From an optimization exercise on the open Yosys and OpenROAD flow, aimed at small area; shortcuts taken in it are not production practice.
At most, simulation tests tie the RTL to the original design; equivalence was not proved.
For runs 2 to 4, only the layout was checked, not whether the RTL still works.
Power figures rest on the tool's default switching activity, not on a simulated workload.

==> design/flow/design.v <==
module pmu_engine (
    input             clk,
    input             rst,         
    input             cmd_we,      
    input      [31:0] cmd_in,
    input             arg_we,      
    input      [31:0] arg_in,
    input      [3:0]  dbuf_we,     
    input      [31:0] dbuf_in,     
    output     [7:0]  status,
    output     [7:0]  seq_pc,
    output     [95:0] res,
    output     [31:0] dbuf,
    output reg        bus_req,
    output reg        bus_we,
    output reg [7:0]  bus_addr,
    output reg [2:0]  bus_len,
    output reg [31:0] bus_wdata,   
    input             bus_ack,
    input             bus_err,
    input      [31:0] bus_rdata,   
    output reg        slp_req,
    input             slp_ack
);
    localparam [7:0] OP_RDREG   = 8'h01, OP_WRREG   = 8'h02,
                     OP_RDBIT   = 8'h10, OP_SETBIT  = 8'h11,
                     OP_RDFLD   = 8'h12, OP_WRFLD   = 8'h13,
                     OP_DEC8    = 8'h20, OP_DEC12   = 8'h21,
                     OP_DEC13   = 8'h22, OP_DEC16   = 8'h23,
                     OP_DEC24   = 8'h24, OP_DEC32   = 8'h25,
                     OP_BATV    = 8'h30, OP_BATI    = 8'h31,
                     OP_BATICHG = 8'h32, OP_BATP    = 8'h33,
                     OP_VINV    = 8'h34, OP_VINI    = 8'h35,
                     OP_VBUSV   = 8'h36, OP_VBUSI   = 8'h37,
                     OP_APSV    = 8'h38, OP_TEMP    = 8'h39,
                     OP_CCIN    = 8'h3A, OP_CCOUT   = 8'h3B,
                     OP_BATPCT  = 8'h3C, OP_CVTPCT  = 8'h3D,
                     OP_WRDCDC  = 8'h40, OP_WRLDO   = 8'h41,
                     OP_WRCHGI  = 8'h42, OP_WRBRT   = 8'h43,
                     OP_INIT    = 8'h50, OP_SLPPREP = 8'h51,
                     OP_SLPREST = 8'h52, OP_BUSPWR  = 8'h53,
                     OP_PWROFF  = 8'h54;
    localparam [1:0] ERR_OK = 2'd0, ERR_BUS = 2'd1, ERR_ARG = 2'd2, ERR_ILL = 2'd3;
    localparam [2:0] E_END = 3'd0, E_RD = 3'd1, E_WR = 3'd2, E_RMW = 3'd3,
                     E_SLP = 3'd4, E_BR = 3'd5;
    localparam [3:0] S_IDLE = 4'd0, S_EXEC = 4'd1, S_RD = 4'd2, S_WR = 4'd3,
                     S_SLP = 4'd4, S_DIV = 4'd5, S_PRE = 4'd6, S_MUL = 4'd7,
                     S_FPS = 4'd8, S_FIN = 4'd9;
    reg  [3:0]  state;
    reg  [6:0]  opr;         
    reg  [7:0]  fa;          
    reg  [7:0]  fm;          
    reg  [2:0]  fi;          
    reg  [31:0] arg;
    reg  [31:0] dbuf_r;
    reg  [83:0] P;           
    reg  [7:0]  tmp;         
    reg  [4:0]  pc;
    reg  [6:0]  cnt;         
    reg  [1:0]  cpass;       
    reg         c1, c2, b3;  
    reg         bw;          
    reg         flt, fgt;    
    reg         st_busy, st_done, st_wrote, st_inited, st_failw;
    reg  [1:0]  st_err;
    wire neg = P[83] & P[82] & P[81];
    assign status = {1'b0, st_failw, st_inited, st_wrote, st_err & {2{~st_busy}}, st_done, st_busy};
    assign seq_pc = {3'b000, pc};
    assign res    = {{12{neg}}, P};
    assign dbuf   = dbuf_r;
    wire [7:0] op     = {1'b0, opr};
    wire [7:0] f_a    = fa;
    wire [7:0] f_m    = fm;
    wire [2:0] f_len  = fm[2:0];
    wire [2:0] f_bit  = fm[2:0];
    wire [2:0] f_sh   = fi;
    wire [7:0] nop = cmd_in[31:24];
    reg n_legal;
    always @* begin
        case (nop)
            OP_RDREG, OP_WRREG, OP_RDBIT:      n_legal = (cmd_in[23:0] & 24'h00F8FF) == 24'd0;
            OP_SETBIT:                         n_legal = (cmd_in[23:0] & 24'h00F8FE) == 24'd0;
            OP_RDFLD, OP_WRFLD:                n_legal = (cmd_in[23:0] & 24'h0000F8) == 24'd0;
            OP_WRDCDC, OP_WRLDO:               n_legal = (cmd_in[23:0] & 24'h00FFFF) == 24'd0;
            OP_BUSPWR:                         n_legal = (cmd_in[23:0] & 24'hFFFFFE) == 24'd0;
            OP_DEC8, OP_DEC12, OP_DEC13, OP_DEC16, OP_DEC24, OP_DEC32,
            OP_BATV, OP_BATI, OP_BATICHG, OP_BATP, OP_VINV, OP_VINI,
            OP_VBUSV, OP_VBUSI, OP_APSV, OP_TEMP, OP_CCIN, OP_CCOUT,
            OP_BATPCT, OP_CVTPCT, OP_WRCHGI, OP_WRBRT,
            OP_INIT, OP_SLPPREP, OP_SLPREST, OP_PWROFF:
                                               n_legal = cmd_in[23:0] == 24'd0;
            default:                           n_legal = 1'b0;
        endcase
    end
    reg       chg_hit;
    reg [3:0] chg_code;
    always @* begin
        chg_hit  = 1'b1;
        chg_code = 4'd0;
        case (arg)
            32'd100:  chg_code = 4'd0;
            32'd190:  chg_code = 4'd1;
            32'd280:  chg_code = 4'd2;
            32'd360:  chg_code = 4'd3;
            32'd450:  chg_code = 4'd4;
            32'd550:  chg_code = 4'd5;
            32'd630:  chg_code = 4'd6;
            32'd700:  chg_code = 4'd7;
            32'd780:  chg_code = 4'd8;
            32'd880:  chg_code = 4'd9;
            32'd960:  chg_code = 4'd10;
            32'd1000: chg_code = 4'd11;
            32'd1080: chg_code = 4'd12;
            32'd1160: chg_code = 4'd13;
            32'd1240: chg_code = 4'd14;
            32'd1320: chg_code = 4'd15;
            default:  chg_hit  = 1'b0;
        endcase
    end
    wire [2:0] n_len = cmd_in[10:8];
    wire [7:0] n_a   = cmd_in[23:16];
    reg n_invalid;
    always @* begin
        case (nop)
            OP_RDREG, OP_WRREG: n_invalid = (n_len == 3'd0) || (n_len > 3'd4) ||
                                            ({1'b0, n_a} + {6'd0, n_len} > 9'd256);
            OP_WRDCDC:          n_invalid = n_a > 8'd2;
            OP_WRLDO:           n_invalid = n_a > 8'd1;
            OP_WRCHGI:          n_invalid = !chg_hit;
            OP_WRBRT:           n_invalid = arg == 32'd0;
            default:            n_invalid = 1'b0;
        endcase
    end
    wire n_dec = (nop[7:3] == 5'b00100) && (nop[2:0] <= 3'd5);
    wire n_cvt = nop == OP_CVTPCT;
    wire n_div = (nop == OP_WRDCDC) || (nop == OP_WRLDO);
    wire        q_lt28  = !fi[0] && (fm < 8'd28);
    wire        q_lt72  = !fi[0] && (fm < 8'd72);
    wire        q_ge136 = fi[0] || (fm >= 8'd136);
    wire [6:0]  dcdc_q  = q_lt28 ? 7'd0 : (fm[6:0] - 7'd28);
    wire [3:0]  ldo_q   = q_lt72 ? 4'd0 : q_ge136 ? 4'd15 : (fm[5:2] - 4'd2);
    wire [3:0]  bright  = (arg > 32'd12) ? 4'd12 : arg[3:0];
    wire [3:0] ol = opr[3:0];
    wire g0 = opr[6:4] == 3'b000;     
    wire g1 = opr[6:4] == 3'b001;     
    wire g2 = opr[6:4] == 3'b010;     
    wire g3 = opr[6:4] == 3'b011;     
    wire g4 = opr[6:4] == 3'b100;     
    wire g5 = opr[6:4] == 3'b101;     
    reg [4:0] u;
    reg       p_end;
    always @* begin
        u     = pc;
        p_end = 1'b0;
        case (ol[2:0])
            3'd0: p_end = pc == 5'd26;                                
            3'd1: begin u = 5'd26 + pc; p_end = pc == 5'd3; end       
            3'd2: begin                                               
                      u = (pc == 5'd2) ? 5'd12 : 5'd9 + pc;
                      p_end = pc == 5'd3;
                  end
            3'd3: begin                                               
                      u = (fi[0] ? 5'd18 : 5'd22) + pc;
                      p_end = pc == 5'd4;
                  end
            default: begin u = 5'd29; p_end = pc == 5'd1; end         
        endcase
    end
    reg [2:0] r_kind;
    reg [7:0] r_addr, r_keep, r_or;
    always @* begin
        r_kind = E_RMW;
        r_keep = 8'hFF;
        r_or   = 8'h00;
        case (u)
            5'd0:  begin r_addr = 8'h30; r_keep = 8'h04; r_or = 8'h02; end
            5'd1:  begin r_addr = 8'h92; r_keep = 8'hF8; end
            5'd2:  begin r_addr = 8'h93; r_keep = 8'hF8; end
            5'd3:  begin r_addr = 8'h35; r_keep = 8'h1C; r_or = 8'hA2; end
            5'd4:  begin r_addr = 8'h26; r_keep = 8'h80; r_or = 8'h6A; end
            5'd5:  begin r_addr = 8'h27; r_keep = 8'h80; r_or = 8'h54; end
            5'd6:  begin r_addr = 8'h28; r_keep = 8'h0F; r_or = 8'hF0; end
            5'd7:  begin r_addr = 8'h28; r_keep = 8'hF0; r_or = 8'h02; end
            5'd8:  begin r_addr = 8'h12; r_or = 8'h04; end
            5'd9:  begin r_addr = 8'h12; r_or = 8'h02; end
            5'd10: begin r_addr = 8'h94; r_keep = 8'hFD; end
            5'd11: begin r_addr = 8'h33; r_keep = 8'hF0; end
            5'd12: begin r_kind = E_WR; r_addr = 8'h82; r_keep = 8'h00; r_or = 8'hFF; end
            5'd13: begin r_addr = 8'h96; r_keep = 8'hFD; end
            5'd14: begin r_kind = E_SLP; r_addr = 8'h00; end
            5'd15: begin r_addr = 8'h96; r_or = 8'h02; end
            5'd16: begin r_kind = E_BR; r_addr = 8'h00; end
            5'd17: begin r_addr = 8'h30; r_or = 8'h80; end
            5'd18: begin r_addr = 8'hE2; r_keep = 8'hFB; end
            5'd19: begin r_addr = 8'hE1; r_keep = 8'hF8; r_or = 8'h07; end
            5'd20: begin r_addr = 8'hE0; end
            5'd21: begin r_addr = 8'hE3; end
            5'd22: begin r_addr = 8'hE0; r_keep = 8'h0F; r_or = 8'hF0; end
            5'd23: begin r_addr = 8'hE1; r_keep = 8'hF8; r_or = 8'h02; end
            5'd24: begin r_addr = 8'hE2; r_or = 8'h04; end
            5'd25: begin r_addr = 8'hE3; end
            5'd26: begin r_kind = E_WR; r_addr = 8'h82; r_keep = 8'h00; end
            5'd27: begin r_addr = 8'h94; r_or = 8'h02; end
            5'd28: begin r_addr = 8'h12; r_keep = 8'hFD; end
            default: begin r_addr = 8'h32; r_or = 8'h80; end
        endcase
    end
    reg [2:0] e_kind;
    reg [7:0] e_addr;
    reg [2:0] e_len;
    reg [7:0] e_keep;
    reg [7:0] e_or;
    wire      e_jmp = (ol[2:0] == 3'd0) && (pc == 5'd21);    
    reg [7:0] c_addr;
    always @* begin
        case (ol)
            4'h0, 4'hC: c_addr = 8'h78;
            4'h1:       c_addr = (pc == 5'd0) ? 8'h7A : 8'h7C;
            4'h2:       c_addr = 8'h7A;
            4'h3:       c_addr = 8'h70;
            4'h4:       c_addr = 8'h56;
            4'h5:       c_addr = 8'h58;
            4'h6:       c_addr = 8'h5A;
            4'h7:       c_addr = 8'h5C;
            4'h8:       c_addr = 8'h7E;
            4'h9:       c_addr = 8'h5E;
            4'hA:       c_addr = 8'hB0;
            default:    c_addr = 8'hB4;
        endcase
    end
    wire [7:0] bmask = 8'd1 << f_bit;
    always @* begin
        e_kind = E_END;
        e_addr = f_a;
        e_len  = 3'd1;
        e_keep = 8'hFF;
        e_or   = 8'h00;
        if (g0) begin
            if (pc == 5'd0) e_kind = ol[1] ? E_WR : E_RD;
            e_len = f_len;
        end else if (g1) begin
            if (pc == 5'd0) e_kind = ol[0] ? E_RMW : E_RD;
            if (ol[1]) begin
                e_keep = ~f_m;
                e_or   = (arg[7:0] << f_sh) & f_m;
            end else begin
                e_keep = fi[0] ? 8'hFF : ~bmask;
                e_or   = fi[0] ? bmask : 8'h00;
            end
        end else if (g3) begin
            e_addr = c_addr;
            e_len  = (ol == 4'h3) ? 3'd3 : (ol[3:1] == 3'b101) ? 3'd4 : 3'd2;
            if (pc == 5'd0 || (ol == 4'h1 && pc == 5'd1)) e_kind = E_RD;
        end else if (g4) begin
            if (pc == 5'd0) e_kind = E_RMW;
            case (ol[1:0])
                2'd0: begin
                    case (f_a[1:0])
                        2'd0:    begin e_addr = 8'h26; e_keep = 8'h80; e_or = {1'b0, dcdc_q[6:0]}; end
                        2'd1:    begin e_addr = 8'h23; e_keep = 8'hC0; e_or = {2'b0, dcdc_q[5:0]}; end
                        default: begin e_addr = 8'h27; e_keep = 8'h80; e_or = {1'b0, dcdc_q[6:0]}; end
                    endcase
                end
                2'd1: begin
                    e_addr = 8'h28;
                    if (!f_a[0]) begin e_keep = 8'h0F; e_or = {ldo_q[3:0], 4'h0}; end
                    else         begin e_keep = 8'hF0; e_or = {4'h0, ldo_q[3:0]}; end
                end
                2'd2: begin e_addr = 8'h33; e_keep = 8'hF0; e_or = {4'h0, chg_code}; end
                default: begin e_addr = 8'h28; e_keep = 8'h0F; e_or = {bright, 4'h0}; end
            endcase
        end else if (g5) begin
            e_kind = p_end ? E_END : r_kind;
            e_addr = r_addr;
            e_keep = r_keep;
            e_or   = r_or;
        end
    end
    wire [7:0] wbyte = (tmp & e_keep) | e_or;
    always @* begin
        bus_req   = (state == S_RD) || (state == S_WR);
        bus_we    = (state == S_WR);
        bus_addr  = e_addr;
        bus_len   = e_len;
        bus_wdata = {g0 ? dbuf_r[31:24] : wbyte, dbuf_r[23:0]};
        slp_req   = (state == S_SLP);
    end
    wire is_rd12 = (g3 && (ol == 4'h0 || ol == 4'h2 || (ol[3:2] == 2'b01) ||
                           ol == 4'h8 || ol == 4'h9 || ol == 4'hC)) ||
                   (g2 && ol[2:0] == 3'd1);
    wire is_cc   = g3 && ol[3:1] == 3'b101;
    wire is_pct  = g3 && ol[3:1] == 3'b110;
    wire is_bati = g3 && ol == 4'h1;
    wire is_temp = g3 && ol == 4'h9;
    wire is_cvt  = g3 && ol == 4'hD;
    wire res_rd  = (g1 && !ol[0]) || (g3 && !(is_bati && pc == 5'd0));
    wire need_fps = is_pct || is_bati || is_temp;
    reg [6:0] pre_last;
    always @* begin
        if ((g2 && ol[2:0] == 3'd5) || is_cc || is_bati) pre_last = 7'd51;
        else if ((g2 && ol[2:0] == 3'd4) || (g3 && ol == 4'h3)) pre_last = 7'd59;
        else if (g2 && ol[2:0] == 3'd0) pre_last = 7'd75;
        else if (g1) pre_last = 7'd75 + {4'd0, ol[1] ? fi : fm[2:0]};
        else if (is_cvt) pre_last = 7'd17;
        else pre_last = 7'd67;    
    end
    reg [17:0] mconst;
    always @* begin
        mconst = 18'd1;
        if (g3)
            case (ol)
                4'hA, 4'hB:
                    mconst = (cpass == 2'd0) ? 18'd106667 :
                             (cpass == 2'd1) ? 18'd136009 : 18'd250963;
                4'h0, 4'hC: mconst = 18'd1100;
                4'h1, 4'h2: mconst = 18'd500;
                4'h3:       mconst = 18'd550;
                4'h4, 4'h6: mconst = 18'd1700;
                4'h5:       mconst = 18'd625;
                4'h7:       mconst = 18'd375;
                4'h8:       mconst = 18'd1400;
                default:    mconst = 18'd1;
            endcase
    end
    wire [4:0] aidx   = (state == S_DIV) ? ~cnt[4:0] : cnt[4:0];
    wire       argbit = arg[aidx];
    wire       t_lo   = cnt <= 7'd7;
    wire       t_h12  = (cnt >= 7'd4) && (cnt <= 7'd11);
    wire       t_h13  = (cnt >= 7'd5) && (cnt <= 7'd12);
    wire       is_rd13 = (g2 && ol[2:0] == 3'd2) || is_bati;
    reg u1, u2, v1, v2;
    always @* begin
        v1 = 1'b0;
        v2 = 1'b0;
        if (is_rd12) begin
            u1 = t_lo & P[0];
            u2 = t_h12 & P[4];
        end else if (is_rd13) begin
            u1 = t_lo & P[0];
            u2 = t_h13 & P[3];
            if (is_bati) begin
                v1 = t_lo & P[16];
                v2 = t_h13 & P[19];
            end
        end else if (is_cvt) begin
            u1 = (cnt[6:5] == 2'd0) & argbit;
            u2 = 1'b0;
        end else begin
            u1 = P[0];
            u2 = 1'b0;
        end
    end
    wire xs  = u1 ^ u2 ^ c1;
    wire xc  = (u1 & u2) | (u1 & c1) | (u2 & c1);
    wire ys  = v1 ^ v2 ^ c2;
    wire yc  = (v1 & v2) | (v1 & c2) | (v2 & c2);
    wire mb  = xs ^ ys ^ b3;
    wire mbw = (~xs & ys) | (~xs & b3) | (ys & b3);
    wire [18:0] msum = {1'b0, P[83:66]} + (mb ? {1'b0, mconst} : 19'd0);
    wire        pbit = msum[0];
    wire [21:0] K_LT = 22'd3248088;
    wire [21:0] K_GT = 22'd4120712;
    wire        klt  = (cnt < 7'd22) ? K_LT[cnt[4:0]] : 1'b0;
    wire        kgt  = (cnt < 7'd22) ? K_GT[cnt[4:0]] : 1'b0;
    wire [21:0] K_SUB = is_temp ? 22'd1447 : is_pct ? 22'd3120712 : 22'd0;
    wire [19:0] K_1M  = 20'd1000000;
    wire        ks    = (cnt < 7'd22) ? K_SUB[cnt[4:0]] : 1'b0;
    wire        k1m   = (cnt < 7'd20) ? K_1M[cnt[4:0]] : 1'b0;
    wire        fd    = P[0] ^ ks ^ bw;
    wire        fbw   = (~P[0] & ks) | (~P[0] & bw) | (ks & bw);
    wire        fout  = (is_pct & flt) ? 1'b0 :
                        (is_pct & fgt) ? k1m :
                        (is_bati && cnt >= 7'd32) ? bw : fd;
    wire [5:0] r2   = {fa[6:2], argbit};
    wire       dge  = r2 >= 6'd25;
    wire [5:0] r2s  = r2 - 6'd25;
    wire [7:0]  ld_b0 = bus_rdata[31:24] & (g1 ? (ol[1] ? fm : bmask) : 8'hFF);
    integer k;
    always @(posedge clk) begin
        if (arg_we)
            arg <= arg_in;
        for (k = 0; k < 4; k = k + 1)
            if (dbuf_we[3-k])
                dbuf_r[31-8*k -: 8] <= dbuf_in[31-8*k -: 8];
        c1 <= 1'b0;
        c2 <= 1'b0;
        b3 <= 1'b0;
        bw <= 1'b0;
        if (rst) begin
            state     <= S_IDLE;
            pc        <= 5'd0;
            st_busy   <= 1'b0;
            st_done   <= 1'b0;
            st_err    <= ERR_OK;
            st_wrote  <= 1'b0;
            st_inited <= 1'b0;
            st_failw  <= 1'b0;
        end else begin
            case (state)
                S_IDLE: begin
                    if (cmd_we) begin
                        opr      <= cmd_in[30:24];
                        fa       <= cmd_in[23:16];
                        fm       <= cmd_in[15:8];
                        fi       <= cmd_in[2:0];
                        st_busy  <= 1'b1;
                        st_done  <= 1'b0;
                        st_wrote <= 1'b0;
                        st_failw <= 1'b0;
                        pc       <= 5'd0;
                        cnt      <= 7'd0;
                        cpass    <= 2'd0;
                        flt      <= 1'b0;
                        fgt      <= 1'b0;
                        if (!n_legal) begin
                            st_err <= ERR_ILL;
                            state  <= S_FIN;
                        end else if (n_invalid) begin
                            st_err <= ERR_ARG;
                            state  <= S_FIN;
                        end else begin
                            st_err <= ERR_OK;
                            if (n_dec) begin
                                P[83:52] <= dbuf_r;
                                state    <= S_PRE;
                            end else if (n_cvt)
                                state <= S_PRE;
                            else if (n_div)
                                state <= S_DIV;
                            else
                                state <= S_EXEC;
                        end
                    end
                end
                S_EXEC: begin
                    case (e_kind)
                        E_RD, E_RMW, E_BR: state <= S_RD;
                        E_WR:              state <= S_WR;
                        E_SLP:             state <= S_SLP;
                        default:           state <= S_FIN;
                    endcase
                end
                S_RD: begin
                    if (bus_ack) begin
                        if (bus_err) begin
                            st_err  <= ERR_BUS;
                            st_busy <= 1'b0;
                            st_done <= 1'b1;
                            state   <= S_IDLE;
                        end else begin
                            tmp <= bus_rdata[31:24];
                            if (g0)
                                for (k = 0; k < 4; k = k + 1)
                                    if (k < e_len)
                                        dbuf_r[31-8*k -: 8] <= bus_rdata[31-8*k -: 8];
                            if (is_bati && pc == 5'd0)
                                fm <= bus_rdata[23:16];
                            if (res_rd) begin
                                P[83:76] <= ld_b0;
                                P[75:68] <= bus_rdata[23:16];
                                P[67:52] <= is_bati ? {tmp, fm} : bus_rdata[15:0];
                                pc    <= pc + 5'd1;
                                cnt   <= 7'd0;
                                state <= S_PRE;
                            end else if (e_kind == E_RMW) begin
                                state <= S_WR;
                            end else if (e_kind == E_BR) begin
                                pc    <= bus_rdata[27] ? 5'd17 : 5'd22;
                                state <= S_EXEC;
                            end else begin
                                pc    <= pc + 5'd1;
                                state <= S_EXEC;
                            end
                        end
                    end
                end
                S_WR: begin
                    if (bus_ack) begin
                        if (bus_err) begin
                            st_err   <= ERR_BUS;
                            st_failw <= 1'b1;
                            st_busy  <= 1'b0;
                            st_done  <= 1'b1;
                            state    <= S_IDLE;
                        end else begin
                            st_wrote <= 1'b1;
                            pc       <= e_jmp ? 5'd26 : pc + 5'd1;
                            state    <= S_EXEC;
                        end
                    end
                end
                S_SLP: begin
                    if (slp_ack) begin
                        pc    <= pc + 5'd1;
                        state <= S_EXEC;
                    end
                end
                S_DIV: begin
                    fa[6:2] <= dge ? r2s[4:0] : r2[4:0];
                    fm      <= {fm[6:0], dge};
                    fi[0]   <= fi[0] | fm[7];
                    cnt     <= cnt + 7'd1;
                    if (cnt == 7'd31)
                        state <= S_EXEC;
                end
                S_PRE: begin
                    P   <= {1'b0, P[83:1]};
                    cnt <= cnt + 7'd1;
                    if (cnt == pre_last) begin
                        cnt   <= 7'd0;
                        state <= S_MUL;
                    end
                end
                S_MUL: begin
                    P  <= {msum, P[65:1]};
                    c1 <= xc;
                    c2 <= yc;
                    b3 <= mbw;
                    if (is_pct) begin
                        flt <= klt ? (~pbit | flt) : (~pbit & flt);
                        fgt <= kgt ? (pbit & fgt) : (pbit | fgt);
                    end
                    cnt <= cnt + 7'd1;
                    if (cnt == 7'd65) begin
                        cnt <= 7'd0;
                        c1  <= 1'b0;
                        c2  <= 1'b0;
                        b3  <= 1'b0;
                        if (is_cc && cpass != 2'd2)
                            cpass <= cpass + 2'd1;
                        else if (need_fps)
                            state <= S_FPS;
                        else
                            state <= S_FIN;
                    end
                end
                S_FPS: begin
                    P   <= {fout, P[83:1]};
                    bw  <= is_bati ? ((cnt == 7'd31) ? P[0] : bw) : fbw;
                    cnt <= cnt + 7'd1;
                    if (cnt == 7'd83)
                        state <= S_FIN;
                end
                S_FIN: begin
                    if (g5 && ol[2:0] == 3'd0 && st_err == ERR_OK)
                        st_inited <= 1'b1;
                    st_busy <= 1'b0;
                    st_done <= 1'b1;
                    state   <= S_IDLE;
                end
                default: state <= S_IDLE;
            endcase
        end
    end
endmodule
==> design/flow/run.sh <==
#!/bin/bash
# synth_recipe.tcl (not shown) runs the flow's synth.tcl, then flattens the netlist and writes it again
# the make line also repeats each setting of config.mk as NAME=value (left out here)
make -C /OpenROAD-flow-scripts/flow DESIGN_CONFIG=/design/flow/config.mk WORK_HOME=/design/flow/orfs CLKGATE_MAP_FILE= SYNTH_SCRIPT=/design/flow/synth_recipe.tcl finish
==> design/flow/config.mk <==
export PLATFORM = sky130hd
export DESIGN_NAME = pmu_engine
export DESIGN_NICKNAME = pmu_engine
export VERILOG_FILES = /design/flow/design.v
export SDC_FILE = /design/flow/constraint.sdc
export NUM_CORES = 4
export LEC_CHECK = 0
export CAP_MARGIN = 20
export CORE_MARGIN = 2
export CORE_UTILIZATION = 40
export PLACE_DENSITY = 0.6
export SLEW_MARGIN = 20
==> design/flow/constraint.sdc <==
create_clock -name core_clock -period 30.0 [get_ports {clk}]
set_input_delay 6.0000 -clock core_clock [delete_from_list [all_inputs] [get_ports {clk}]]
set_output_delay 6.0000 -clock core_clock [all_outputs]
set_load 0.01 [all_outputs]
==> results of run 1 <==
[cells in the final DEF, fill, tap and decap left out, types with 10 or more instances in the layout]
cell type,instances
clkdlybuf4s50_1,324
nor2_1,177
nand2_1,169
edfxtp_1,161
o21ai_0,155
a21oi_1,145
mux2i_1,61
inv_1,56
ha_1,56
nor3_1,53
dfxtp_1,52
nand3_1,44
a31oi_1,32
a22oi_1,29
buf_4,28
nand2b_1,26
clkbuf_16,26
nor2b_1,22
mux4_2,21
xor2_1,20
o22ai_1,19
nor4_1,19
a21o_1,19
a211oi_1,19
and3_1,14
a32oi_1,14
nand4_1,13
and2_1,12
a221oi_1,12
xnor2_1,12
nor3b_1,10
a222oi_1,10
[sequential cells by signal (all words and copies together), names as in the netlist, 3 cells and up]
name and cells:
tmp 8, pc 5, dbuf_r 32, arg 32, P 84, cnt 7
fa 8, state 4, fm 8, opr 7, fi 3
[metal layers]
metal  global-route usage (%)  up-vias  wire length, µm
met5                        0        -               10
met4                    10.17        2             2161
met3                    4.512      102             5189
met2                    43.44      796            27580
met1                    41.93     7803            27400
li1                         -     7256                -
[stage by stage]
stage / utilization (%) / cell area, µm² / total power, W
after floorplan: - / 16080 / 0.0008079
after global placement: 48.63 / 19320 / 0.001041
after detailed placement: 48.67 / 19340 / 0.001047
after CTS: 50.81 / 20190 / 0.001372
after global routing: 50.82 / 20190 / 0.001444
final: 50.82 / 20190 / 0.001375
[worst min-delay path by stage]
stage                                   to  cells past startpoint
floorplan           st_inited$_SDFFE_PP0P_                      2
global placement           P[39]$_DFFE_PP_                      0
detailed placement         P[21]$_DFFE_PP_                      0
CTS                        P[10]$_DFFE_PP_                      0
global route               P[34]$_DFFE_PP_                      0
finish                     P[10]$_DFFE_PP_                      0
[power groups by stage]
stage | sequential [W] | combinational [W] | clock, W
6_report | 0.000462 | 0.000593 | 0.000320
4_1_cts | 0.000460 | 0.000584 | 0.000328
2_1_floorplan | 0.000430 | 0.000378 | 0
3_5_place_dp | 0.000465 | 0.000581 | 0
3_3_place_gp | 0.000464 | 0.000577 | 0
5_1_grt | 0.000469 | 0.000639 | 0.000336
[cell type report]
type                    instances  area, µm²  area share (%)
clock buffers                  35      714.4           3.538
inverters                      58      217.7           1.078
repair buffers                353       3468           17.18
well taps                     525      656.9           3.253
flip-flops and latches        213       5876           29.10
clock inverters                11      136.4          0.6754
multi-input cells            1379       9123           45.18
[worst max-delay path: cells and delay by family (launching register included)]
family | cells | cell delay, ps
buffers and inverters | 3 | 1330
AND/OR/NAND/NOR | 5 | 1290
AO/OA/AOI/OAI | 7 | 1550
adder cells (fa/ha/maj) | 1 | 280
flip-flops | 1 | 320
[logic make-up after synthesis]
family,Yosys count,share of synthesized area (%)
XOR/XNOR,32,1.744
multiplexers,89,7.257
buffers and inverters,230,6.891
AND/OR/NAND/NOR,611,18.53
flip-flops,213,36.57
AO/OA/AOI/OAI,578,23.63
other,1,0.02334
adder cells (fa/ha/maj),65,5.357
==> impl_metrics.py, run 1 <==
metrics = {
    "floorplan": {
        "die_height_um": 204.4,
        "core_area_um2": 39730,
        "die_x_um": 204.4,
        "number_of_placed_i_o_pins": 329,
        "start_util_pct": 40.44,
        "die_area_um2": 41790,
        "row_count": 73,
    },
    "worst_hold_path": {
        "hold_start": "P[11]$_DFFE_PP_",
        "hold_crit_class": "reg2reg",
    },
    "route": {
        "drtAntennaViolNets": 0,
        "post_drt_wl_per_cell_um": 24.22,
        "totalWireLength_um": 62350,
        "drt-vias-per-instance": 6.200,
        "drt_pass1_iterations": 7,
        "first_iter_violations": 1940,
        "drt_drc_violations_left": 0,
        "route.vias.total": 15959,
    },
    "worst_setup_path": {
        "crit_type": "reg2out",
        "setup.worst_path.start": "opr[0]$_DFFE_PP_",
        "critical_path_data_required_time_ps": 24000,
        "slowest_stage": "nor2_1",
        "ff2ff_path_depth": 25,
        "timing.critical_path.slowest_cell_delay_ps": 670,
        "cp-end-kind": "primary output",
        "crit_path_start_kind": "register",
        "setup.worst_path.end": "bus_wdata[25]",
        "critical_path_peak_fanout": 41,
        "timing.critical_path.cells": "buf_4 -> and2_1 -> nand2b_1 -> nor2_1 -> ha_1 -> a21o_1 -> a31oi_1 -> o2bb2ai_2 -> nor2_1 -> buf_4 -> nor2_1 -> a221o_1 -> a21oi_1 -> a21oi_1 -> a21oi_1 -> clkdlybuf4s50_1",
        "timing.reg2reg.setup_slack_ps": 22220,
        "worst_r2r_endpoint": "P[82]$_DFFE_PP_",
        "rr_startpoint": "state[1]$_SDFFE_PP0P_",
        "worstPathArrival_ps": 5350,
    },
    "status": {
        "outcome": "finished clean",
    },
    "placement": {
        "dpl_worst_slack_ps": 19370,
        "gpl.final_weighted_congestion": 0.9746,
        "port_buffers": 324,
        "placedCellCount": 2528,
        "dpl_wire_length_um": 47250,
    },
    "synthesis": {
        "synth_top_cell_by_area": "edfxtp_1",
        "synth.ff_latch_count": 213,
        "most_instantiated_library_cell_after_synthesis": "nor2_1",
        "netlist_top_cells_area": "edfxtp_1, dfxtp_1, o21ai_0",
        "synthArstFlopShare_pct": 0,
        "ys_dominant_reg_cell": "edfxtp_1",
        "post_synth_instance_area_um2": 16070,
        "synth_warnings": 1,
        "synth_cells": 1819,
        "number_of_flops_mapped_to_enable_cells_by_yosys": 161,
        "synth_top_cell_area_share_pct": 30.09,
        "synth_area_per_cell_um2": 8.833,
        "yosysSeqAreaShare_pct": 36.57,
        "ys_top_cells_by_count": "nor2_1, nand2_1, edfxtp_1, o21ai_0, a21oi_1",
        "ys_types": 105,
    },
    "clock_tree": {
        "cts_sinks": 213,
        "clock-root-buffer": "clkbuf_16",
        "clkLatencyLatePin_ps": 560,
        "cts.reportedPaths.clkPinSlew_ps": 60,
        "cts_setup_buffers": 0,
        "post_cts.resized_instances": 0,
        "cts_tree": "done",
        "cts.path.max_buffers": 3,
        "htree_num_levels": 1,
        "cts_made_buffers": 25,
        "cts_hold_repair.buffers": 0,
    },
    "power_and_ir_drop": {
        "pwr-share-comb_pct": 43.1,
        "seq_power_share_pct": 33.6,
        "switching_power_w": 0.0005507,
        "maximum_vdd_drop_mv": 0.03614,
        "clkPwrFrac_pct": 23.3,
        "static-leakage-power_nw": 7.289,
        "p_per_area_nw_per_um2": 68.10,
        "internal-power_w": 0.0008244,
        "switching_share_pct": 40.05,
    },
    "finish": {
        "area_growth_pct": 25.67,
        "fillerInstances": 3745,
        "final_cells": 2574,
        "n_antenna_cell": 0,
        "final_layout_size_suffix_gt1_share_pct": 6.198,
        "final_nets": 2232,
    },
    "sta": {
        "timing_max_transition_violations_final": 0,
        "finalClockSkew_ps": 11.61,
        "grt_setup_unrepaired": "false",
        "post-route-period-util_pct": 37.83,
        "finalCriticalPeriod_ps": 11350,
        "setup_ws_ps": 18650,
        "slew_headroom_pct": 29.77,
        "post_route_setup_tns_ps": 0,
        "final_count_of_negative_setup_slack_endpoints": 0,
        "whs_ps": 446.7,
        "finalHoldViolations": 0,
        "fmax_ghz": 0.08812,
        "worst-slew-pin-transition_ps": 1046,
    },
    "global_route": {
        "initial_antenna_violation_count": 2,
        "global_route_wire_length_before_repair_um": 92600,
        "gr-total-overflow": 0,
        "maximum_number_of_pins_on_one_net_before_global_route_repair": 66,
        "grt.total_usage_pct": 28.88,
        "first_global_vias": 14719,
    },
    "job": {
        "timing.max_cap.violations": 0,
    },
}
==> inputs of run 2 (changes only) <==
--- a/design/flow/design.v
+++ b/design/flow/design.v
@@ -55,12 +55,14 @@
     reg  [31:0] dbuf_r;
     reg  [83:0] P;           
-    reg  [7:0]  tmp;         
     reg  [4:0]  pc;
     reg  [6:0]  cnt;         
-    reg  [1:0]  cpass;       
     reg         c1, c2, b3;  
     reg         bw;          
-    reg         flt, fgt;    
-    reg         st_busy, st_done, st_wrote, st_inited, st_failw;
+    wire [7:0]  tmp = {bw, cnt};
+    wire [1:0]  cpass = fi[1:0];    
+    wire        flt = fa[0];        
+    wire        fgt = fa[1];        
+    reg         st_done, st_wrote, st_inited, st_failw;
+    wire        st_busy = state != S_IDLE;
     reg  [1:0]  st_err;
     wire neg = P[83] & P[82] & P[81];
@@ -93,4 +95,6 @@
         endcase
     end
+    wire        arg_zh  = ~|arg[31:11];
+    wire        arg_zm  = ~|arg[10:4];
     reg       chg_hit;
     reg [3:0] chg_code;
@@ -98,23 +102,24 @@
         chg_hit  = 1'b1;
         chg_code = 4'd0;
-        case (arg)
-            32'd100:  chg_code = 4'd0;
-            32'd190:  chg_code = 4'd1;
-            32'd280:  chg_code = 4'd2;
-            32'd360:  chg_code = 4'd3;
-            32'd450:  chg_code = 4'd4;
-            32'd550:  chg_code = 4'd5;
-            32'd630:  chg_code = 4'd6;
-            32'd700:  chg_code = 4'd7;
-            32'd780:  chg_code = 4'd8;
-            32'd880:  chg_code = 4'd9;
-            32'd960:  chg_code = 4'd10;
-            32'd1000: chg_code = 4'd11;
-            32'd1080: chg_code = 4'd12;
-            32'd1160: chg_code = 4'd13;
-            32'd1240: chg_code = 4'd14;
-            32'd1320: chg_code = 4'd15;
+        case (arg[10:0])
+            11'd100:  chg_code = 4'd0;
+            11'd190:  chg_code = 4'd1;
+            11'd280:  chg_code = 4'd2;
+            11'd360:  chg_code = 4'd3;
+            11'd450:  chg_code = 4'd4;
+            11'd550:  chg_code = 4'd5;
+            11'd630:  chg_code = 4'd6;
+            11'd700:  chg_code = 4'd7;
+            11'd780:  chg_code = 4'd8;
+            11'd880:  chg_code = 4'd9;
+            11'd960:  chg_code = 4'd10;
+            11'd1000: chg_code = 4'd11;
+            11'd1080: chg_code = 4'd12;
+            11'd1160: chg_code = 4'd13;
+            11'd1240: chg_code = 4'd14;
+            11'd1320: chg_code = 4'd15;
             default:  chg_hit  = 1'b0;
         endcase
+        if (!arg_zh) chg_hit = 1'b0;
     end
     wire [2:0] n_len = cmd_in[10:8];
@@ -124,9 +129,12 @@
         case (nop)
             OP_RDREG, OP_WRREG: n_invalid = (n_len == 3'd0) || (n_len > 3'd4) ||
-                                            ({1'b0, n_a} + {6'd0, n_len} > 9'd256);
+                                            ((n_a[7:2] == 6'h3F) &&
+                                             ((n_len == 3'd4 && n_a[1:0] != 2'd0) ||
+                                              (n_len == 3'd3 && n_a[1]) ||
+                                              (n_len == 3'd2 && n_a[1:0] == 2'd3)));
             OP_WRDCDC:          n_invalid = n_a > 8'd2;
             OP_WRLDO:           n_invalid = n_a > 8'd1;
             OP_WRCHGI:          n_invalid = !chg_hit;
-            OP_WRBRT:           n_invalid = arg == 32'd0;
+            OP_WRBRT:           n_invalid = arg_zh && arg_zm && (arg[3:0] == 4'd0);
             default:            n_invalid = 1'b0;
         endcase
@@ -140,5 +148,6 @@
     wire [6:0]  dcdc_q  = q_lt28 ? 7'd0 : (fm[6:0] - 7'd28);
     wire [3:0]  ldo_q   = q_lt72 ? 4'd0 : q_ge136 ? 4'd15 : (fm[5:2] - 4'd2);
-    wire [3:0]  bright  = (arg > 32'd12) ? 4'd12 : arg[3:0];
+    wire        arg_gt12 = !(arg_zh && arg_zm) || (arg[3:0] > 4'd12);
+    wire [3:0]  bright  = arg_gt12 ? 4'd12 : arg[3:0];
     wire [3:0] ol = opr[3:0];
     wire g0 = opr[6:4] == 3'b000;     
@@ -298,9 +307,15 @@
     reg [6:0] pre_last;
     always @* begin
-        if ((g2 && ol[2:0] == 3'd5) || is_cc || is_bati) pre_last = 7'd51;
-        else if ((g2 && ol[2:0] == 3'd4) || (g3 && ol == 4'h3)) pre_last = 7'd59;
-        else if (g2 && ol[2:0] == 3'd0) pre_last = 7'd75;
+        if (g2)
+            case (ol[2:0])
+                3'd0:       pre_last = 7'd107;
+                3'd4:       pre_last = 7'd91;
+                3'd5:       pre_last = 7'd83;
+                default:    pre_last = 7'd99;
+            endcase
+        else if (is_cc || is_bati) pre_last = 7'd51;
+        else if (g3 && ol == 4'h3) pre_last = 7'd59;
         else if (g1) pre_last = 7'd75 + {4'd0, ol[1] ? fi : fm[2:0]};
-        else if (is_cvt) pre_last = 7'd17;
+        else if (is_cvt) pre_last = 7'd83;
         else pre_last = 7'd67;    
     end
@@ -325,4 +340,5 @@
     wire [4:0] aidx   = (state == S_DIV) ? ~cnt[4:0] : cnt[4:0];
     wire       argbit = arg[aidx];
+    wire       sin    = (cnt[6:5] == 2'd0) & (g2 ? dbuf_r[cnt[4:0]] : (is_cvt & argbit));
     wire       t_lo   = cnt <= 7'd7;
     wire       t_h12  = (cnt >= 7'd4) && (cnt <= 7'd11);
@@ -343,7 +359,4 @@
                 v2 = t_h13 & P[19];
             end
-        end else if (is_cvt) begin
-            u1 = (cnt[6:5] == 2'd0) & argbit;
-            u2 = 1'b0;
         end else begin
             u1 = P[0];
@@ -386,9 +399,7 @@
         c2 <= 1'b0;
         b3 <= 1'b0;
-        bw <= 1'b0;
         if (rst) begin
             state     <= S_IDLE;
             pc        <= 5'd0;
-            st_busy   <= 1'b0;
             st_done   <= 1'b0;
             st_err    <= ERR_OK;
@@ -404,5 +415,4 @@
                         fm       <= cmd_in[15:8];
                         fi       <= cmd_in[2:0];
-                        st_busy  <= 1'b1;
                         st_done  <= 1'b0;
                         st_wrote <= 1'b0;
@@ -410,7 +420,4 @@
                         pc       <= 5'd0;
                         cnt      <= 7'd0;
-                        cpass    <= 2'd0;
-                        flt      <= 1'b0;
-                        fgt      <= 1'b0;
                         if (!n_legal) begin
                             st_err <= ERR_ILL;
@@ -421,8 +428,5 @@
                         end else begin
                             st_err <= ERR_OK;
-                            if (n_dec) begin
-                                P[83:52] <= dbuf_r;
-                                state    <= S_PRE;
-                            end else if (n_cvt)
+                            if (n_dec || n_cvt)
                                 state <= S_PRE;
                             else if (n_div)
@@ -445,9 +449,8 @@
                         if (bus_err) begin
                             st_err  <= ERR_BUS;
-                            st_busy <= 1'b0;
                             st_done <= 1'b1;
                             state   <= S_IDLE;
                         end else begin
-                            tmp <= bus_rdata[31:24];
+                            {bw, cnt} <= bus_rdata[31:24];
                             if (g0)
                                 for (k = 0; k < 4; k = k + 1)
@@ -480,5 +483,4 @@
                             st_err   <= ERR_BUS;
                             st_failw <= 1'b1;
-                            st_busy  <= 1'b0;
                             st_done  <= 1'b1;
                             state    <= S_IDLE;
@@ -505,5 +507,5 @@
                 end
                 S_PRE: begin
-                    P   <= {1'b0, P[83:1]};
+                    P   <= {sin, P[83:1]};
                     cnt <= cnt + 7'd1;
                     if (cnt == pre_last) begin
@@ -513,4 +515,5 @@
                 end
                 S_MUL: begin
+                    bw <= 1'b0;
                     P  <= {msum, P[65:1]};
                     c1 <= xc;
@@ -518,6 +521,6 @@
                     b3 <= mbw;
                     if (is_pct) begin
-                        flt <= klt ? (~pbit | flt) : (~pbit & flt);
-                        fgt <= kgt ? (pbit & fgt) : (pbit | fgt);
+                        fa[0] <= klt ? (~pbit | flt) : (~pbit & flt);
+                        fa[1] <= kgt ? (pbit & fgt) : (pbit | fgt);
                     end
                     cnt <= cnt + 7'd1;
@@ -528,5 +531,5 @@
                         b3  <= 1'b0;
                         if (is_cc && cpass != 2'd2)
-                            cpass <= cpass + 2'd1;
+                            fi[1:0] <= cpass + 2'd1;
                         else if (need_fps)
                             state <= S_FPS;
@@ -545,5 +548,4 @@
                     if (g5 && ol[2:0] == 3'd0 && st_err == ERR_OK)
                         st_inited <= 1'b1;
-                    st_busy <= 1'b0;
                     st_done <= 1'b1;
                     state   <= S_IDLE;
==> design/flow/flow/run.sh (new file) <==
#!/bin/bash
# Standard layout, with the smallest buffer cell for the port buffers and a
# flatter clock tree without dummy loads. Each tool's output goes to its own
# log file in this folder (ORFS keeps its per-step logs under orfs/logs).
set -euo pipefail
bash standard.sh \
  "BUFFER_PORTS_ARGS=-buffer_cell sky130_fd_sc_hd__buf_1" \
  "CTS_ARGS=-repair_clock_nets -buf_list sky130_fd_sc_hd__clkbuf_8 -sink_clustering_size 16 -sink_clustering_max_diameter 60 -dont_use_dummy_load" \
  finish > orfs_make.log 2>&1
==> design/flow/standard.sh (new file) <==
#!/bin/bash
# synth_recipe.tcl (not shown) runs the flow's synth.tcl, then flattens the netlist and writes it again
# the make line also repeats each setting of config.mk as NAME=value (left out here)
make -C /OpenROAD-flow-scripts/flow DESIGN_CONFIG=/design/flow/config.mk WORK_HOME=/design/flow/orfs CLKGATE_MAP_FILE= SYNTH_SCRIPT=/design/flow/synth_recipe.tcl "${@:-finish}"
--- a/design/flow/config.mk
+++ b/design/flow/config.mk
@@ -6,4 +6,5 @@
 export NUM_CORES = 4
 export LEC_CHECK = 0
+export ABC_AREA = 1
 export CAP_MARGIN = 20
 export CORE_MARGIN = 2
removed: design/flow/run.sh
==> run 2 against run 1 <==
  * Maximum frequency grew 5.7%
  * Clock-buffer cell count shrank 18
  * Clock power shrank 56%
  * Clock skew grew 39 ps
  * Global-route usage grew 2.4 points
  * First-iteration DRC count shrank 20%
  * Combinational power shrank 23%
  * Final cell count grew 10%
==> impl_metrics.py, run 2 <==
metrics = {
    "floorplan": {
        "row_count": 71,
        "start_util_pct": 40.48,
        "number_of_placed_i_o_pins": 329,
        "core_area_um2": 37580,
        "die_area_um2": 39600,
        "die_height_um": 199.0,
        "die_x_um": 199.0,
    },
    "placement": {
        "gpl.final_weighted_congestion": 1.013,
        "dpl_wire_length_um": 50160,
        "port_buffers": 324,
        "post_dp_cell_area_um2": 16510,
    },
    "job": {
        "timing.max_cap.violations": 0,
    },
    "sta": {
        "timing_max_transition_violations_final": 0,
        "fmax_ghz": 0.09319,
        "finalCriticalPeriod_ps": 10730,
        "finalHoldViolations": 0,
        "whs_ps": 453.0,
        "worst-slew-pin-transition_ps": 1016,
        "finalClockSkew_ps": 50.80,
        "slew_headroom_pct": 31.75,
        "final_count_of_negative_setup_slack_endpoints": 0,
        "grt_setup_unrepaired": "false",
        "post-route-period-util_pct": 35.77,
        "post_route_setup_tns_ps": 0,
    },
    "clock_tree": {
        "clock-root-buffer": "clkbuf_8",
        "cts_sinks": 200,
        "htree_num_levels": 4,
        "cts_setup_buffers": 0,
        "cts_tree": "done",
        "cts_hold_repair.buffers": 0,
        "post_cts.resized_instances": 0,
        "cts_made_buffers": 17,
        "clkLatencyLatePin_ps": 510,
        "cts.reportedPaths.clkPinSlew_ps": 90,
        "cts.path.max_buffers": 2,
    },
    "synthesis": {
        "most_instantiated_library_cell_after_synthesis": "nand2_1",
        "synth_top_cell_by_area": "edfxtp_1",
        "synth_cells": 2088,
        "number_of_flops_mapped_to_enable_cells_by_yosys": 150,
        "synthArstFlopShare_pct": 0,
        "netlist_top_cells_area": "edfxtp_1, nand2_1, dfxtp_1",
        "yosysSeqAreaShare_pct": 36.20,
        "synth_area_per_cell_um2": 7.284,
        "synth_warnings": 1,
        "ys_types": 66,
        "ys_top_cells_by_count": "nand2_1, nor2_1, inv_1, o21ai_0, edfxtp_1",
        "ys_dominant_reg_cell": "edfxtp_1",
        "synth_top_cell_area_share_pct": 29.62,
        "synth.ff_latch_count": 200,
        "post_synth_instance_area_um2": 15210,
    },
    "finish": {
        "largest_register": "P",
        "largest_registers_ranked_by_flip_flop_count": "P: 84 flops, arg: 32 flops, dbuf_r: 32 flops",
        "final_nets": 2535,
        "n_antenna_cell": 0,
        "final_layout_size_suffix_gt1_share_pct": 4.329,
        "final_cell_area_um2": 16770,
        "final_common_cell": "nand2_1",
        "area_growth_pct": 10.29,
        "commonest_cells_after_routing_fill_and_taps_aside": "nand2_1, buf_1, nor2_1",
        "largest_reg_flops": 84,
    },
    "global_route": {
        "global_route_wire_length_before_repair_um": 91800,
        "met1_track_utilization_from_global_routing_pct": 44.69,
        "initial_antenna_violation_count": 0,
        "gr-total-overflow": 0,
        "first_global_vias": 14709,
        "grt.busiest_layer": "met2",
        "grt.total_usage_pct": 31.26,
        "global_route.usage.met3_pct": 5.222,
        "maximum_number_of_pins_on_one_net_before_global_route_repair": 53,
        "groute.layer.met2.usage_pct": 47.54,
    },
    "worst_setup_path": {
        "timing.critical_path.slowest_cell_delay_ps": 930,
        "ff2ff_path_depth": 24,
        "timing.critical_path.cells": "nand2_2 -> inv_2 -> nand2_1 -> nor2_1 -> fa_1 -> nand2_1 -> nand2_1 -> a21oi_2 -> nand2_2 -> inv_2 -> ha_1 -> nand2_1 -> nand2_1 -> nand2_1 -> o31ai_1 -> nand2_1 -> o21ai_0 -> nand2_1 -> nand3_1 -> nand4_1 -> buf_1",
        "critical-path-top-cell-by-count": "nand2_1",
        "timing.reg2reg.setup_slack_ps": 22610,
        "crit_path_start_kind": "register",
        "worstPathArrival_ps": 4730,
        "critical_path_data_required_time_ps": 24000,
        "crit_type": "reg2out",
        "critical_path_peak_fanout": 22,
        "cp-end-kind": "primary output",
        "slowest_stage": "edfxtp_1",
    },
    "route": {
        "totalWireLength_um": 62660,
        "drt_pass1_iterations": 8,
        "drtAntennaViolNets": 0,
        "post_drt_wl_per_cell_um": 22.03,
        "first_iter_violations": 1548,
        "drt_drc_violations_left": 0,
        "route.vias.total": 16035,
        "drt-vias-per-instance": 5.638,
    },
    "status": {
        "outcome": "finished clean",
    },
    "power_and_ir_drop": {
        "p_per_area_nw_per_um2": 60.22,
        "maximum_vdd_drop_mv": 0.03287,
        "static-leakage-power_nw": 6.748,
    },
    "worst_hold_path": {
        "holdPathStages": 2,
        "hold_crit_class": "reg2reg",
    },
}
[run 2: cell type report]
class	count	area [µm²]
Clock buffer	17	234.0
Fill cell	4034	20800
Inverter	247	929.6
Multi-Input combinational cell	1534	8148
Sequential cell	200	5505
Tap cell	511	639.4
Timing Repair Buffer	335	1319
[run 2: power by group]
part	switching, W	leakage (nW)	internal [W]
registers	0.0000533	1.81	0.000357
clock network	0.0000904	0.122	0.0000504
logic	0.000329	4.82	0.000130
total	0.000473	6.75	0.000538
[run 2: stage by stage]
stage / power [W] / utilization [%] / cells / setup slack (ps)
2_1_floorplan: 0.0006936 / - / 2091 / 21080
3_3_place_gp: 0.0008598 / 43.95 / 2826 / 19920
3_5_place_dp: 0.0008600 / 43.95 / 2826 / 19830
4_1_cts: 0.001000 / 44.57 / 2843 / 19300
5_1_grt: 0.001069 / 44.64 / 2844 / 18840
6_report: 0.001010 / 44.64 / 2844 / 19270
[run 2: critical path: cells and delay by family, from the launching register on]
kind / cells / cell delay [ps]
DFF: 1 / 930
adders and majority gates: 2 / 720
AOI/OAI and AO/OA: 3 / 360
and+or+nand+nor: 13 / 1550
buffers and inverters: 3 / 680
[run 2: path summary, 6_finish.rpt]
check                                      startpoint                     to
worst min register to register  st_failw$_SDFFE_PP0P_  st_failw$_SDFFE_PP0P_
worst max register to register       opr[4]$_DFFE_PP_        P[77]$_DFFE_PP_
worst min-delay path            st_failw$_SDFFE_PP0P_  st_failw$_SDFFE_PP0P_
worst max-delay path                 opr[1]$_DFFE_PP_          bus_wdata[26]
[run 2: cell families after synthesis]
| group | synth area share, % |
|---|---|
| AO/OA/AOI/OAI | 18.47 |
| buffers and inverters | 10.32 |
| other | 0.02466 |
| AND/OR/NAND/NOR | 27.19 |
| XOR/XNOR | 1.102 |
| flip-flops | 36.20 |
| adder cells (fa/ha/maj) | 5.314 |
| multiplexers | 1.382 |
[run 2: per-layer routing]
metal	vias to the layer above	part of all wire (%)
li1	7558	-
met1	7570	44
met2	812	44
met3	95	8.9
met4	0	3.2
met5	-	0
==> inputs of run 3 (changes only) <==
--- a/design/flow/flow/run.sh
+++ b/design/flow/flow/run.sh
@@ -6,4 +6,4 @@
 bash standard.sh \
   "BUFFER_PORTS_ARGS=-buffer_cell sky130_fd_sc_hd__buf_1" \
-  "CTS_ARGS=-repair_clock_nets -buf_list sky130_fd_sc_hd__clkbuf_8 -sink_clustering_size 16 -sink_clustering_max_diameter 60 -dont_use_dummy_load" \
+  "CTS_ARGS=-repair_clock_nets -buf_list sky130_fd_sc_hd__clkbuf_16 -sink_clustering_size 30 -sink_clustering_max_diameter 100 -dont_use_dummy_load" \
   finish > orfs_make.log 2>&1
==> run 3 against run 2 <==
  * Still clean on timing, DRC and antenna
  * Global-route usage grew 0.069 points
  * Total power grew 5.6%
  * Synthesized area is the same
  * Die area is the same
  * Sequential cell count is the same
  * Maximum frequency grew 0.37%
  * Clock-buffer cell count is the same
  * Via count is essentially flat
  * Setup slack gained 39 ps
  * Sequential share of layout area shrank 0.38 points
  * Core utilization grew 0.52 points
  * Critical endpoint unchanged
==> impl_metrics.py, run 3 <==
metrics = {
    "synthesis": {
        "post_synth_instance_area_um2": 15210,
        "ys_top_cells_by_count": "nand2_1, nor2_1, inv_1, o21ai_0, edfxtp_1",
        "ys_types": 66,
        "synth_area_per_cell_um2": 7.284,
        "synthArstFlopShare_pct": 0,
        "synth_top_cell_area_share_pct": 29.62,
        "synth_warnings": 1,
        "netlist_top_cells_area": "edfxtp_1, nand2_1, dfxtp_1",
        "synth_top_cell_by_area": "edfxtp_1",
        "ys_dominant_reg_cell": "edfxtp_1",
        "yosysSeqAreaShare_pct": 36.20,
        "number_of_flops_mapped_to_enable_cells_by_yosys": 150,
        "synth_cells": 2088,
        "synth.ff_latch_count": 200,
        "most_instantiated_library_cell_after_synthesis": "nand2_1",
    },
    "clock_tree": {
        "cts.path.max_buffers": 2,
        "cts_sinks": 200,
        "cts_tree": "done",
        "clkLatencyLatePin_ps": 460,
        "post_cts.resized_instances": 0,
        "cts_hold_repair.buffers": 0,
        "cts_made_buffers": 17,
        "clock-root-buffer": "clkbuf_16",
        "htree_num_levels": 4,
        "cts.reportedPaths.clkPinSlew_ps": 80,
        "cts_setup_buffers": 0,
    },
    "sta": {
        "fmax_ghz": 0.09353,
        "final_count_of_negative_setup_slack_endpoints": 0,
        "finalClockSkew_ps": 34.54,
        "worst-slew-pin-transition_ps": 1014,
        "finalCriticalPeriod_ps": 10690,
        "post_route_setup_tns_ps": 0,
        "grt_setup_unrepaired": "false",
        "slew_headroom_pct": 31.91,
        "finalHoldViolations": 0,
        "post-route-period-util_pct": 35.64,
        "timing_max_transition_violations_final": 0,
    },
    "floorplan": {
        "die_x_um": 199.0,
        "core_area_um2": 37580,
        "number_of_placed_i_o_pins": 329,
        "start_util_pct": 40.48,
        "row_count": 71,
        "die_area_um2": 39600,
        "die_height_um": 199.0,
    },
    "worst_setup_path": {
        "critical_path_data_required_time_ps": 24000,
        "rr_startpoint": "opr[4]$_DFFE_PP_",
        "critical_path_peak_fanout": 22,
        "critical-path-top-cell-by-count": "nand2_1",
        "crit_path_start_kind": "register",
        "cp.buffers_inverters": 3,
        "setup.worst_path.start": "opr[1]$_DFFE_PP_",
        "cp-end-kind": "primary output",
        "crit_type": "reg2out",
        "path_delay_family": "simple AND/OR/NAND/NOR gates",
        "worstPathArrival_ps": 4690,
        "slowest_stage": "edfxtp_1",
        "timing.critical_path.cells": "nand2_2 -> inv_2 -> nand2_1 -> nor2_1 -> fa_1 -> nand2_1 -> nand2_1 -> a21oi_2 -> nand2_2 -> inv_2 -> ha_1 -> nand2_1 -> nand2_1 -> nand2_1 -> o31ai_1 -> nand2_1 -> o21ai_0 -> nand2_1 -> nand3_1 -> nand4_1 -> buf_1",
        "timing.critical_path.slowest_cell_delay_ps": 930,
    },
    "global_route": {
        "initial_antenna_violation_count": 2,
        "maximum_number_of_pins_on_one_net_before_global_route_repair": 53,
        "gr-total-overflow": 0,
        "first_global_vias": 14707,
        "global_route_wire_length_before_repair_um": 91940,
        "grt.total_usage_pct": 31.33,
    },
    "finish": {
        "area_growth_pct": 11.57,
        "final_common_cell": "nand2_1",
        "final_layout_size_suffix_gt1_share_pct": 4.329,
        "largest_register": "P",
        "final_nets": 2535,
        "largest_reg_flops": 84,
        "utilization_pct": 45.16,
        "fillerInstances": 4001,
        "commonest_cells_after_routing_fill_and_taps_aside": "nand2_1, buf_1, nor2_1",
        "largest_registers_ranked_by_flip_flop_count": "P: 84 flops, arg: 32 flops, dbuf_r: 32 flops",
    },
    "route": {
        "first_iter_violations": 1574,
        "drt-vias-per-instance": 5.640,
        "drtAntennaViolNets": 0,
        "drt_pass1_iterations": 8,
        "post_drt_wl_per_cell_um": 21.98,
        "route.vias.total": 16046,
        "totalWireLength_um": 62530,
        "drt_drc_violations_left": 0,
    },
    "placement": {
        "dpl_wire_length_um": 50160,
        "gpl.final_weighted_congestion": 1.013,
        "port_buffers": 324,
    },
    "power_and_ir_drop": {
        "p_per_area_nw_per_um2": 62.84,
        "maximum_vdd_drop_mv": 0.04418,
        "static-leakage-power_nw": 6.836,
    },
    "job": {
        "timing.max_cap.violations": 0,
    },
    "worst_hold_path": {
        "hold_crit_class": "reg2reg",
        "hold_start": "P[24]$_DFFE_PP_",
    },
    "status": {
        "outcome": "finished clean",
    },
}
-- run 3: layer usage --
metal  part of all wire (%)  routed length, µm  GRT usage, %  vias to the layer above
li1                       -                  -             -                     7578
met1                     44              27550         44.64                     7591
met2                     44              27480         47.73                      782
met3                    8.8               5520         5.392                       95
met4                    3.2               1980         10.97                        0
met5                      0                  0             0                        -
-- run 3: worst register-to-register path, cell delays in order (launching register included) --
cell and delay (ps):
edfxtp_1 480, inv_2 90, nor2_2 160, nand2_1 510
inv_2 490, nand2_2 390, inv_1 640, nand3b_1 180
fa_1 530, inv_1 50, fa_1 570, nor2_1 240
nand2_1 270, a31oi_1 420, ha_1 280, nand2_1 70
nand2_1 80, a31oi_1 70, o21ai_0 390, a31oi_1 200
o21ai_0 350, a31oi_1 160, or2_2 300, nand3_1 70
nand3_1 70
-- run 3: final timing paths --
kind                                   endpoint  cells after the start  slack, ps
worst max-delay path              bus_wdata[26]                     21      19310
worst min-delay path            P[23]$_DFFE_PP_                      0        450
worst max register to register  P[77]$_DFFE_PP_                     24      22680
worst min register to register  P[23]$_DFFE_PP_                      0        450
-- run 3: kinds of logic (layout without fill, tap and decap cells) --
kind of cell               after synthesis  count (layout)  synth area share (%)
muxes                                   21              21                 1.382
AOI/OAI and AO/OA                      479             479                 18.47
xor gates and xnor gates                17              17                 1.102
DFF                                    200             200                 36.20
other                                    1               5               0.02466
and+or+nand+nor                        952             952                 27.19
buffers and inverters                  357             599                 10.32
adders and majority gates               61              61                 5.314
-- run 3: stage by stage --
stage	std cells	cell area, µm²	hold WS (ps)	setup WS (ps)	total power [W]
6_report	2845	16970	446.6	19310	0.001066
5_1_grt	2844	16970	455.2	18880	0.001126
4_1_cts	2843	16940	449.1	19360	0.001056
3_5_place_dp	2826	16510	431.7	19830	0.0008600
3_3_place_gp	2826	16510	431.3	19920	0.0008598
2_1_floorplan	2091	15220	422.9	21080	0.0006936
-- run 3: layout make-up --
| class | instances | area (µm²) | area share, % |
|---|---|---|---|
| timing repair buffer | 335 | 1319 | 7.772 |
| antenna | 1 | 2.502 | 0.01475 |
| tap | 511 | 639.4 | 3.768 |
| inverter | 247 | 929.6 | 5.479 |
| sequential | 200 | 5505 | 32.44 |
| multi-input combinational | 1534 | 8148 | 48.02 |
| clock buffer | 17 | 425.4 | 2.507 |
-- run 3: where the power goes --
part	switching [W]	internal, W
Sequential	0.0000537	0.000358
Clock	0.0000980	0.0000989
Combinational	0.000328	0.000130
==> inputs of run 4 (changes only) <==
==> design/flow/flow/run.sh (replaced) <==
#!/bin/bash
# Own layout flow: the standard ORFS flow with three changes.
#  1. Synthesis: the standard synthesis script (synth_recipe.tcl, via standard.sh) with an
#     area-oriented ABC script and without full-adder extraction. The registers are mapped
#     before ABC runs, so they are the standard synthesis's registers.
#  2. Port buffers use the smallest buffer cell (every port is still buffered).
#  3. Clock tree: clkbuf_8 buffers in small clusters, no dummy loads.
# Each tool's output goes to a log file of its own in this folder; ORFS also keeps its
# per-step logs under orfs/logs.
set -euo pipefail
here=$(pwd)
rm -rf "$here/synth_scripts"
cp -r "$FLOW_HOME/scripts" "$here/synth_scripts"
cp "$here/flow/abc_area.script" "$here/synth_scripts/abc_area.script"
bash standard.sh "SCRIPTS_DIR=$here/synth_scripts" "ADDER_MAP_FILE=" synth > synth.log 2>&1
bash standard.sh \
  "BUFFER_PORTS_ARGS=-buffer_cell sky130_fd_sc_hd__buf_1" \
  "CTS_ARGS=-repair_clock_nets -buf_list sky130_fd_sc_hd__clkbuf_8 -sink_clustering_enable -sink_clustering_size 12 -sink_clustering_max_diameter 50 -dont_use_dummy_load" \
  finish > pnr.log 2>&1
==> design/flow/flow/abc_area.script (new file) <==
strash
dch -f
amap
mfs2
strash
dch -f
amap
mfs2
strash
dch -f
amap
topo
==> run 4 against run 3 <==
  * Synthesized cell count shrank 21%
  * Combinational power rose by 5.2%
  * Core utilization is 1.2 points higher
  * Clock power is 29% lower
==> impl_metrics.py, run 4 <==
metrics = {
    "clock_tree": {
        "cts_tree": "done",
        "cts.path.max_buffers": 2,
        "cts.reportedPaths.clkPinSlew_ps": 90,
        "cts_setup_buffers": 0,
        "cts_sinks": 200,
        "clkLatencyLatePin_ps": 530,
        "htree_num_levels": 4,
        "cts_made_buffers": 17,
        "post_cts.resized_instances": 0,
        "clock-root-buffer": "clkbuf_8",
        "cts_hold_repair.buffers": 0,
    },
    "route": {
        "route.vias.total": 14941,
        "drt_drc_violations_left": 0,
        "totalWireLength_um": 58030,
        "drt_pass1_iterations": 6,
        "post_drt_wl_per_cell_um": 24.05,
        "first_iter_violations": 1850,
        "drtAntennaViolNets": 0,
        "drt-vias-per-instance": 6.192,
    },
    "global_route": {
        "grt.total_usage_pct": 33.62,
        "first_global_vias": 13482,
        "initial_antenna_violation_count": 2,
        "met1_track_utilization_from_global_routing_pct": 46.36,
        "grt.busiest_layer": "met2",
        "gr-total-overflow": 0,
        "groute.layer.met2.usage_pct": 52.27,
        "global_route.usage.met3_pct": 6.026,
        "global_route_wire_length_before_repair_um": 85110,
        "maximum_number_of_pins_on_one_net_before_global_route_repair": 53,
    },
    "sta": {
        "finalClockSkew_ps": 49.79,
        "post_route_setup_tns_ps": 0,
        "worst-slew-pin-transition_ps": 1128,
        "finalHoldViolations": 0,
        "grt_setup_unrepaired": "false",
        "timing_max_transition_violations_final": 0,
        "finalCriticalPeriod_ps": 14420,
        "post-route-period-util_pct": 48.08,
        "final_count_of_negative_setup_slack_endpoints": 0,
        "setup_ws_ps": 15580,
        "slew_headroom_pct": 24.14,
        "fmax_ghz": 0.06933,
    },
    "synthesis": {
        "yosysSeqAreaShare_pct": 42.19,
        "ys_top_cells_by_count": "nor2_1, clkinv_1, edfxtp_1, nand2_1, a21oi_1",
        "synth_top_cell_area_share_pct": 34.52,
        "synth_area_per_cell_um2": 7.917,
        "synthArstFlopShare_pct": 0,
        "combinational_family_with_the_most_area_after_synthesis": "compound AO/OA/AOI/OAI gates",
        "ys_types": 55,
        "number_of_flops_mapped_to_enable_cells_by_yosys": 150,
        "synth.ff_latch_count": 200,
        "ys_dominant_reg_cell": "edfxtp_1",
        "synth-xor-area-share_pct": 0,
        "synth_warnings": 1,
        "synth_cells": 1648,
        "synth_simple_gate_area_share_pct": 21.55,
        "netlist_top_cells_area": "edfxtp_1, nor2_1, dfxtp_1",
        "synthMuxAreaShare_pct": 0,
        "synth_top_cell_by_area": "edfxtp_1",
        "most_instantiated_library_cell_after_synthesis": "nor2_1",
        "post_synth_adder_cell_area_pct": 0,
        "synth-compound-area-share_pct": 27.80,
        "post_synth_instance_area_um2": 13050,
    },
    "floorplan": {
        "row_count": 66,
        "die_x_um": 184.6,
        "start_util_pct": 40.41,
        "die_area_um2": 34080,
        "die_height_um": 184.6,
        "number_of_placed_i_o_pins": 329,
        "core_area_um2": 32290,
    },
    "worst_setup_path": {
        "cp.buffers_inverters": 7,
        "timing.reg2reg.setup_slack_ps": 21050,
        "worst_r2r_endpoint": "P[83]$_DFFE_PP_",
        "critical_path_peak_fanout": 22,
        "critical-path-top-cell-by-count": "clkinv_1",
        "setup.worst_path.start": "opr[1]$_DFFE_PP_",
        "crit_path_start_kind": "register",
        "rr_startpoint": "opr[1]$_DFFE_PP_",
        "cp-end-kind": "primary output",
        "timing.critical_path.depth": 19,
        "crit_type": "reg2out",
        "worstPathArrival_ps": 8420,
        "critical_path_data_required_time_ps": 24000,
        "timing.critical_path.slowest_cell_delay_ps": 890,
        "ff2ff_path_depth": 36,
        "path_delay_family": "compound AO/OA/AOI/OAI gates",
        "setup.worst_path.end": "bus_wdata[28]",
        "timing.critical_path.cells": "clkinv_1 -> nor2_1 -> clkinv_1 -> a221oi_1 -> clkinv_1 -> nor2_1 -> a221oi_1 -> a2111oi_1 -> buf_4 -> clkinv_1 -> nor2_1 -> clkinv_1 -> o21ai_0 -> o21ai_0 -> o21ai_0 -> nor3_1 -> a311oi_1 -> o221ai_1 -> buf_1",
        "slowest_stage": "a221oi_1",
    },
    "job": {
        "timing.max_cap.violations": 0,
    },
    "power_and_ir_drop": {
        "static-leakage-power_nw": 4.648,
        "maximum_vdd_drop_mv": 0.03414,
        "p_per_area_nw_per_um2": 69.62,
    },
    "finish": {
        "largest_registers_ranked_by_flip_flop_count": "P: 84 flops, arg: 32 flops, dbuf_r: 32 flops",
        "commonest_cells_after_routing_fill_and_taps_aside": "nor2_1, buf_1, clkinv_1",
        "final_layout_size_suffix_gt1_share_pct": 2.588,
        "final_nets": 2112,
        "area_growth_pct": 14.82,
        "largest_reg_flops": 84,
        "largest_register": "P",
        "n_antenna_cell": 0,
        "final_cell_area_um2": 14980,
        "final_common_cell": "nor2_1",
    },
    "worst_hold_path": {
        "hold_crit_class": "reg2reg",
    },
    "placement": {
        "port_buffers": 324,
        "dpl_wire_length_um": 45970,
        "dpl_worst_slack_ps": 16430,
        "gpl.final_weighted_congestion": 1.041,
        "post_dp_cell_area_um2": 14720,
    },
    "status": {
        "outcome": "finished clean",
    },
}
==> run 4: final cells by class <==
| cell class | instances | area, µm² |
|---|---|---|
| clock buffer | 17 | 234.0 |
| inverter | 202 | 758.2 |
| tap | 442 | 553.0 |
| fill | 3373 | 17310 |
| timing repair buffer | 349 | 1425 |
| multi-input combinational | 1203 | 6505 |
| sequential | 200 | 5505 |
==> run 4: worst min-delay path by stage <==
stage	start	end	slack, ps	cells after the start
after floorplan	st_inited$_SDFFE_PP0P_	st_inited$_SDFFE_PP0P_	410	2
after global placement	st_inited$_SDFFE_PP0P_	st_inited$_SDFFE_PP0P_	430	2
after detailed placement	P[18]$_DFFE_PP_	P[17]$_DFFE_PP_	430	0
after CTS	P[18]$_DFFE_PP_	P[17]$_DFFE_PP_	430	0
after global routing	P[18]$_DFFE_PP_	P[17]$_DFFE_PP_	440	0
final	P[18]$_DFFE_PP_	P[17]$_DFFE_PP_	430	0
==> run 4: layer usage <==
layer | vias up | wire [µm]
met5 | - | 13
met4 | 2 | 2188
met3 | 129 | 5352
met2 | 900 | 25910
met1 | 7124 | 24570
li1 | 6786 | -
==> run 4: kinds of logic (layout without fill, tap and decap cells) <==
family,count (synthesis),count (layout)
buffers and inverters,248,568
AND/OR/NAND/NOR,654,654
other,1,4
flip-flops,200,200
AO/OA/AOI/OAI,545,545
==> run 4: report_power, final <==
group          internal [W]  leakage, nW  switching (W)  total (W)
Combinational      0.000142         2.71       0.000340   0.000482
Clock             0.0000502        0.122      0.0000895   0.000140
Sequential         0.000362         1.82      0.0000598   0.000422
Total              0.000554         4.65       0.000489    0.00104
==> run 4: stage by stage <==
stage          cells   power, W  utilization, %  hold slack, ps
3_3_place_gp    2394  0.0008905           45.55           428.4
3_5_place_dp    2395  0.0008895           45.57           432.5
6_report        2413   0.001043           46.40           427.6
5_1_grt         2413   0.001098           46.40           442.8
2_1_floorplan   1651  0.0006996               -           414.7
4_1_cts         2412   0.001030           46.30           428.4

what the ideal ports hide:
No port has a modelled driver above. Below, the same layouts with a new extraction and two added sets of constraints.
Step 1 sets driving cells, clkbuf_16 on the clock port and buf_2 on the other inputs (assumed; they add their load-dependent delay and slew).
Step 2 times the ports against the registers' clock, not the clock port: input delays grow and output delays shrink by t, the midpoint of the rising clock arrivals with the driver on.
Slacks: ideal ports / drivers / drivers and shift; pairs: ideal ports / drivers.
run | t, ns | setup WS [ns] | worst data-port slew with drivers (ns)
run 1 | 0.611 | 18.652 / 18.593 / 19.203 | 0.05
run 2 | 0.534 | 19.269 / 19.218 / 19.751 | 0.05
run 3 | 0.500 | 19.308 / 19.251 / 19.752 | 0.05
run 4 | 0.554 | 15.575 / 15.523 / 16.077 | 0.06
After both steps every run listed still meets setup and hold.
